What follows belongs to an exercise in optimizing a design on an open flow for small area, a short achievable clock period and few clock cycles per item; a production flow would make more cautious choices. RTL that was checked went through simulation tests only; none was proved equivalent to the original. No activity file was given, so power comes from the tool's default toggle rates.

==> flow/design.v (excerpt) <==
module agc4_alu (
    input  wire        clk,
    input  wire        rst,       
    input  wire        start,
    input  wire [2:0]  op,
    input  wire [15:0] a_in,      
    input  wire [15:0] k_in,      
    output wire        ready,
    output reg         done,
    output wire [15:0] res_a,
    output wire [15:0] res_lp,
    output reg  [1:0]  skip
);
Size: about 890 cells after synthesis, roughly 54 flip-flops, ~74 I/O pins, roughly 7000 µm² of cells after synthesis.
make LEC_CHECK=0 CAP_MARGIN=20 CORE_MARGIN=2 CORE_UTILIZATION=40 PLACE_DENSITY=0.6 SETUP_SLACK_MARGIN=2.8 SLEW_MARGIN=20 finish   # period 7.0 ns
run.sh (not shown) runs the stock make flow with config.mk's settings and CLKGATE_MAP_FILE= SYNTH_SCRIPT=/design/flow/synth_recipe.tcl, a recipe that flattens the netlist after the stock synthesis.
Testbench counts at the start, summed over its fixed seeds: cycles 10,046, items 3,200.
Then changed:
==> flow/flow/run.sh (new file) <==
#!/bin/bash
# Standard layout, with the input and output port buffers made as buf_4
# instead of the flow's default choice. Each tool's output goes to the
# ORFS logs; make's own output goes to standard.log.
set -euo pipefail
export BUFFER_PORTS_ARGS="-buffer_cell sky130_fd_sc_hd__buf_4"
bash standard.sh > standard.log 2>&1
==> flow/standard.sh (new file) <==
#!/bin/bash
# synth_recipe.tcl (not shown) runs the flow's synth.tcl, then flattens the netlist and writes it again
# the make line also repeats each setting of config.mk as NAME=value (left out here)
make -C /OpenROAD-flow-scripts/flow DESIGN_CONFIG=/design/flow/config.mk WORK_HOME=/design/flow/orfs CLKGATE_MAP_FILE= SYNTH_SCRIPT=/design/flow/synth_recipe.tcl "${@:-finish}"
ABC_CLOCK_PERIOD_IN_PS = 3700   (was default)
SETUP_SLACK_MARGIN = 3.3   (was 2.8)
removed: flow/run.sh
After rerunning: Utilization rises by 4.3 points; wire length rises by 4.4%; worst setup slack gets better by 0.33 ns; area after synthesis is unchanged; final cell count rises by 2.8%; die area stays the same; synthesized cell count does not change; final area rises by 9.1%.
Then changed:
==> flow/flow/run.sh (replaced) <==
#!/bin/bash
# Standard layout, with the input and output port buffers made as buf_2
# instead of the flow's default choice. Each tool's output goes to the
# ORFS logs; make's own output goes to standard.log.
set -euo pipefail
export BUFFER_PORTS_ARGS="-buffer_cell sky130_fd_sc_hd__buf_2"
bash standard.sh > standard.log 2>&1
ABC_CLOCK_PERIOD_IN_PS = default   (was 3700)
CORE_UTILIZATION = 55   (was 40)
PLACE_DENSITY = 0.7   (was 0.6)
SETUP_SLACK_MARGIN = 2.5   (was 3.3)
The changed run finished clean. Global-route usage increases by 6.3 points. Combinational power falls by 20%. Core utilization went up by 8.9 points. Design area falls by 15%.
Then changed:
==> flow/run.sh (new file) <==
#!/bin/bash
# synth_recipe.tcl (not shown) runs the flow's synth.tcl, then flattens the netlist and writes it again
# the make line also repeats each setting of config.mk as NAME=value (left out here)
make -C /OpenROAD-flow-scripts/flow DESIGN_CONFIG=/design/flow/config.mk WORK_HOME=/design/flow/orfs CLKGATE_MAP_FILE= SYNTH_SCRIPT=/design/flow/synth_recipe.tcl finish
CORE_UTILIZATION = 40   (was 55)
PLACE_DENSITY = 0.6   (was 0.7)
SETUP_SLACK_MARGIN = 3.8   (was 2.5)
removed: flow/flow/run.sh
removed: flow/standard.sh
What happened: The new run finished clean. Routed wire length came out higher by 23%. Worst setup slack gains 0.46 ns. Die area came out higher by 36%. Fmax came out higher by 12%. Worst hold slack barely changes.


## oak
Another version of the RTL of agc4_alu (not shown whole).
Size: ~1100 cells after synthesis, about 54 flip-flops, about 74 I/O pins, ~8700 um^2 of cells after synthesis.
clock: 7.0 ns
lec_check: 0
cap_margin: 20
core_margin: 2
core_utilization: 40
place_density: 0.6
slew_margin: 20
Stock flow here: none of the scripts above is used.
Testbench counts of oak, summed over its fixed seeds: cycles 9,068, items 3,200.
Relative to oak, the following input files were edited for pine:
Settings: putting SETUP_SLACK_MARGIN at 3.3 where nothing was set; putting ABC_CLOCK_PERIOD_IN_PS at 3700 where nothing was set.
==> comparison <==
- Delta(clock share of power, pine - oak) < 0
- pine ended up with sky130_fd_sc_hd__edfxtp_1 as its library cell contributing the largest single delay on the critical path; oak ended up with sky130_fd_sc_hd__clkdlybuf4s50_1.
- When the final numbers for oak and pine were put side by side, the worst setup slack turned out to be smaller in oak.
- The run showing the greater minimum period implied by the final worst setup slack is oak.
- Compared with oak, pine shows a clock skew that is 3.4 ps lower.
- | wire length of the first global-routing pass | pine vs oak | 5.2% higher |


Another version of the RTL of agc4_alu (not shown whole).
Size: ~870 cells after synthesis, ~54 flip-flops, about 0.0068 mm² of cells after synthesis.
Design agc4_alu, start of the top module:
module agc4_alu (
    input  wire        clk,
    input  wire        rst,       
    input  wire        start,
    input  wire [2:0]  op,
    input  wire [15:0] a_in,      
    input  wire [15:0] k_in,      
    output wire        ready,
    output reg         done,
    output wire [15:0] res_a,
    output wire [15:0] res_lp,
    output reg  [1:0]  skip
);
==> flow/config.mk <==
export PLATFORM = sky130hd
export DESIGN_NAME = agc4_alu
export DESIGN_NICKNAME = agc4_alu
export VERILOG_FILES = /design/flow/design.v
export SDC_FILE = /design/flow/constraint.sdc
export NUM_CORES = 4
export LEC_CHECK = 0
export CAP_MARGIN = 20
export CORE_MARGIN = 2
export CORE_UTILIZATION = 55
export PLACE_DENSITY = 0.7
export SETUP_SLACK_MARGIN = 2.8
export SLEW_MARGIN = 20
==> flow/constraint.sdc <==
create_clock -name core_clock -period 7.0 [get_ports {clk}]
set_input_delay 1.4000 -clock core_clock [delete_from_list [all_inputs] [get_ports {clk}]]
set_output_delay 1.4000 -clock core_clock [all_outputs]
set_load 0.01 [all_outputs]
standard.sh (not shown) runs the stock make flow with config.mk's settings and CLKGATE_MAP_FILE= SYNTH_SCRIPT=/design/flow/synth_recipe.tcl, a recipe that flattens the netlist after the stock synthesis.
==> flow/flow/run.sh <==
#!/bin/bash
# Standard layout, with the input and output port buffers made as buf_2
# instead of the flow's default choice. Each tool's output goes to the
# ORFS logs; make's own output goes to standard.log.
set -euo pipefail
export BUFFER_PORTS_ARGS="-buffer_cell sky130_fd_sc_hd__buf_2"
bash standard.sh > standard.log 2>&1
The first run passed the timing, design-rule and antenna checks.
Next try:
Settings changed: SETUP_SLACK_MARGIN 2.8 to 3.1.
The new run produced a clean layout. Sequential share of layout area drops by 0.43 points. Setup slack improves by 180 ps. Synthesized area is unchanged. Via count climbs by 2.3%. Cell count climbs by 0.74%.
No run of this note included a check of the RTL's function; only the layout flow was run.


## cedar
Another version of the RTL of agc4_alu (not shown whole).
For scale: ~74 I/O pins, roughly 7400 um2 of cells after synthesis.
export LEC_CHECK = 0
export CAP_MARGIN = 20
export CORE_MARGIN = 2
export CORE_UTILIZATION = 55
export PLACE_DENSITY = 0.7
export SETUP_SLACK_MARGIN = 3.6
export SLEW_MARGIN = 20
create_clock -name core_clock -period 7.0 [get_ports {clk}]
Scripts as last shown in full above: flow/flow/run.sh
For lagoon, these inputs were changed with respect to cedar:
- SETUP_SLACK_MARGIN: 3.6 -> 2.8
Notes after the runs:
Re via count: lagoon is 683 down on cedar.
Total power (lagoon vs. cedar) decreases by more than 10%
[lagoon] achievable frequency fell about 10% relative to cedar
The final reports for lagoon and cedar show area growth from synthesis to final layout lower in the former.
Maximum resistive drop on vdd (lagoon over cedar): decrease, 24%
lagoon: no failed stages, no open violations at the end
Between lagoon and cedar, the difference in post-route worst hold slack is negligible.
Wire length delta for lagoon relative to cedar: 15% lower
Design internal power (cedar / lagoon): 1.2
Between lagoon and cedar, setup slack after placement is higher for cedar, lagoon comes in under that.
What xenon does differently from lagoon at the input level:
- SETUP_SLACK_MARGIN changed from 2.8 to 3.3
==> comparison <==
Setup slack: xenon vs lagoon up 0.35 ns. Relative to lagoon, the area of all sequential standard cells of xenon is higher by 21 um2. When xenon is measured against lagoon, its sequential share of layout area turns out 0.47 points lower.
> inputs changed (xenon -> onyx)
- SETUP_SLACK_MARGIN: 3.3 -> 3.0
### Flow results
- Routability congestion estimate in onyx is about 4.3% above xenon.
- On slew of the pin with the lowest slew margin: between xenon and onyx, it ends up higher for onyx.
- onyx -> xenon: vias per cell flat
- Across both runs, first-pass GRT wire length was lower for onyx than for xenon.
- Power: onyx draws less than xenon
- On die area, onyx tracks xenon almost exactly.
- Between xenon and onyx, count of clock-net buffers in the final layout is higher for onyx, xenon comes in under that.
- Placement-stage cell area: onyx vs xenon — no meaningful difference
- Comparing xenon and onyx, final critical delay including setup and external delays is higher on onyx.
No functional check of the RTL was part of any run of this note.


RTL: one of the versions met above, not the one the previous note started from.
Size in the first run: roughly 890 cells after synthesis, roughly 74 I/O pins.
Settings: LEC_CHECK=0, ABC_CLOCK_PERIOD_IN_PS=3700, CAP_MARGIN=20, CORE_MARGIN=2, CORE_UTILIZATION=40, PLACE_DENSITY=0.6, SETUP_SLACK_MARGIN=3.3, SLEW_MARGIN=20; clock period 7.0 ns.
run.sh (not shown) runs the stock make flow with config.mk's settings and CLKGATE_MAP_FILE= SYNTH_SCRIPT=/design/flow/synth_recipe.tcl, a recipe that flattens the netlist after the stock synthesis.
Stock flow here: none of the scripts above is used.
The first run produced a clean layout.
Testbench counts at the start, summed over its fixed seeds: cycles 10,046, items 3,200.
==> next run, changes <==
==> flow/flow/run.sh (new file) <==
#!/bin/bash
# Standard layout, with the input and output port buffers made as buf_2
# instead of the flow's default choice. Each tool's output goes to the
# ORFS logs; make's own output goes to standard.log.
set -euo pipefail
export BUFFER_PORTS_ARGS="-buffer_cell sky130_fd_sc_hd__buf_2"
bash standard.sh > standard.log 2>&1
==> flow/standard.sh (new file) <==
#!/bin/bash
# synth_recipe.tcl (not shown) runs the flow's synth.tcl, then flattens the netlist and writes it again
# the make line also repeats each setting of config.mk as NAME=value (left out here)
make -C /OpenROAD-flow-scripts/flow DESIGN_CONFIG=/design/flow/config.mk WORK_HOME=/design/flow/orfs CLKGATE_MAP_FILE= SYNTH_SCRIPT=/design/flow/synth_recipe.tcl "${@:-finish}"
==> flow/config.mk (replaced) <==
export PLATFORM = sky130hd
export DESIGN_NAME = agc4_alu
export DESIGN_NICKNAME = agc4_alu
export VERILOG_FILES = /design/flow/design.v
export SDC_FILE = /design/flow/constraint.sdc
export NUM_CORES = 4
export LEC_CHECK = 0
export CAP_MARGIN = 20
export CORE_MARGIN = 2
export CORE_UTILIZATION = 70
export PLACE_DENSITY = 0.8
export SETUP_SLACK_MARGIN = 2.8
export SLEW_MARGIN = 20
removed: flow/run.sh
Total power decreases by about 16%.
Die area decreases by about 40%.
Sequential power decreases by about 2%.
Global-route usage increases by 13 points.
Setup slack gets worse by 260 ps.
Via count increases by about 1.1%.
==> next run, changes <==
==> flow/run.sh (new file) <==
#!/bin/bash
# synth_recipe.tcl (not shown) runs the flow's synth.tcl, then flattens the netlist and writes it again
# the make line also repeats each setting of config.mk as NAME=value (left out here)
make -C /OpenROAD-flow-scripts/flow DESIGN_CONFIG=/design/flow/config.mk WORK_HOME=/design/flow/orfs CLKGATE_MAP_FILE= SYNTH_SCRIPT=/design/flow/synth_recipe.tcl finish
--- a/flow/config.mk
+++ b/flow/config.mk
@@ -8,6 +8,6 @@
 export CAP_MARGIN = 20
 export CORE_MARGIN = 2
-export CORE_UTILIZATION = 70
-export PLACE_DENSITY = 0.8
-export SETUP_SLACK_MARGIN = 2.8
+export CORE_UTILIZATION = 40
+export PLACE_DENSITY = 0.6
+export SETUP_SLACK_MARGIN = 1.5
 export SLEW_MARGIN = 20
removed: flow/flow/run.sh
removed: flow/standard.sh
What happened:
- die area rose by about 70%
- routed wire length went up by about 4.5%
- final cell count climbs by 9.0%
- sequential cell count stays the same
- critical path depth stays the same
- synthesized area stays the same
- total power rises by 4.2%
- count of clock-buffer cells in the layout increases by 1
- setup slack is worse by 570 ps
- clock power went up by about 40%
- non-clock buffer count increases by 4

[afterwards: timing with drivers on the ports]
The results above use ideal ports. As a check the final layouts listed here were re-extracted and re-timed, cells and wires unchanged. Step 1 (the two cells are an assumption about what drives the block):
set clk [get_ports {clk}]
set_driving_cell -lib_cell sky130_fd_sc_hd__clkbuf_16 $clk
set_driving_cell -lib_cell sky130_fd_sc_hd__buf_2 [delete_from_list [all_inputs] $clk]
Step 2 times the ports against the registers' clock, not the clock port: input delays grow and output delays shrink by t, the midpoint of the rising clock arrivals with the driver on. Three values: no drivers, after step 1, after step 2; two values: the first two.
| run | t, ns | setup WS [ns] | worst setup path after step 2 | worst register clock-pin slew, ns | cell pins on the clock port's net |
|---|---|---|---|---|---|
| the first run of note 1 | 0.328 | 2.943 / 2.938 / 2.630 | input to register | 0.07 / 0.07 | 1 |
| the second run of note 1 | 0.323 | 3.269 / 3.269 / 3.037 | input to register | 0.07 / 0.07 | 1 |
| the third run of note 1 | 0.324 | 2.818 / 2.818 / 2.506 | input to register | 0.07 / 0.07 | 1 |
| the fourth run of note 1 | 0.336 | 3.276 / 3.276 / 2.984 | input to register | 0.07 / 0.07 | 1 |
| oak | 0.336 | 1.137 / 1.155 / 0.819 | input to register | 0.07 / 0.07 | 1 |
| pine | 0.334 | 2.331 / 2.313 / 2.154 | input to register | 0.07 / 0.07 | 1 |
| the first run of note 3 | 0.326 | 2.846 / 2.846 / 2.663 | input to register | 0.07 / 0.07 | 1 |
| the second run of note 3 | 0.326 | 3.028 / 3.028 / 2.836 | input to register | 0.07 / 0.07 | 1 |
| cedar | 0.360 | 3.375 / 3.339 / 3.086 | input to register | 0.06 / 0.06 | 1 |
| lagoon | 0.365 | 2.983 / 2.985 / 2.619 | input to register | 0.05 / 0.05 | 1 |
| xenon | 0.368 | 3.328 / 3.288 / 3.073 | input to register | 0.06 / 0.06 | 1 |
| onyx | 0.363 | 3.147 / 3.144 / 2.781 | input to register | 0.06 / 0.06 | 1 |
| the first run of note 5 | 0.329 | 3.201 / 3.201 / 3.035 | input to register | 0.07 / 0.07 | 1 |
| the second run of note 5 | 0.353 | 2.937 / 2.941 / 2.590 | input to register | 0.10 / 0.10 | 1 |
| the third run of note 5 | 0.330 | 2.363 / 2.380 / 2.050 | input to register | 0.07 / 0.07 | 1 |
After both steps every run listed still meets setup and hold. For onyx, which loses most, drivers alone change the setup slack by -0.003 ns; drivers and shift together by -0.366 ns.
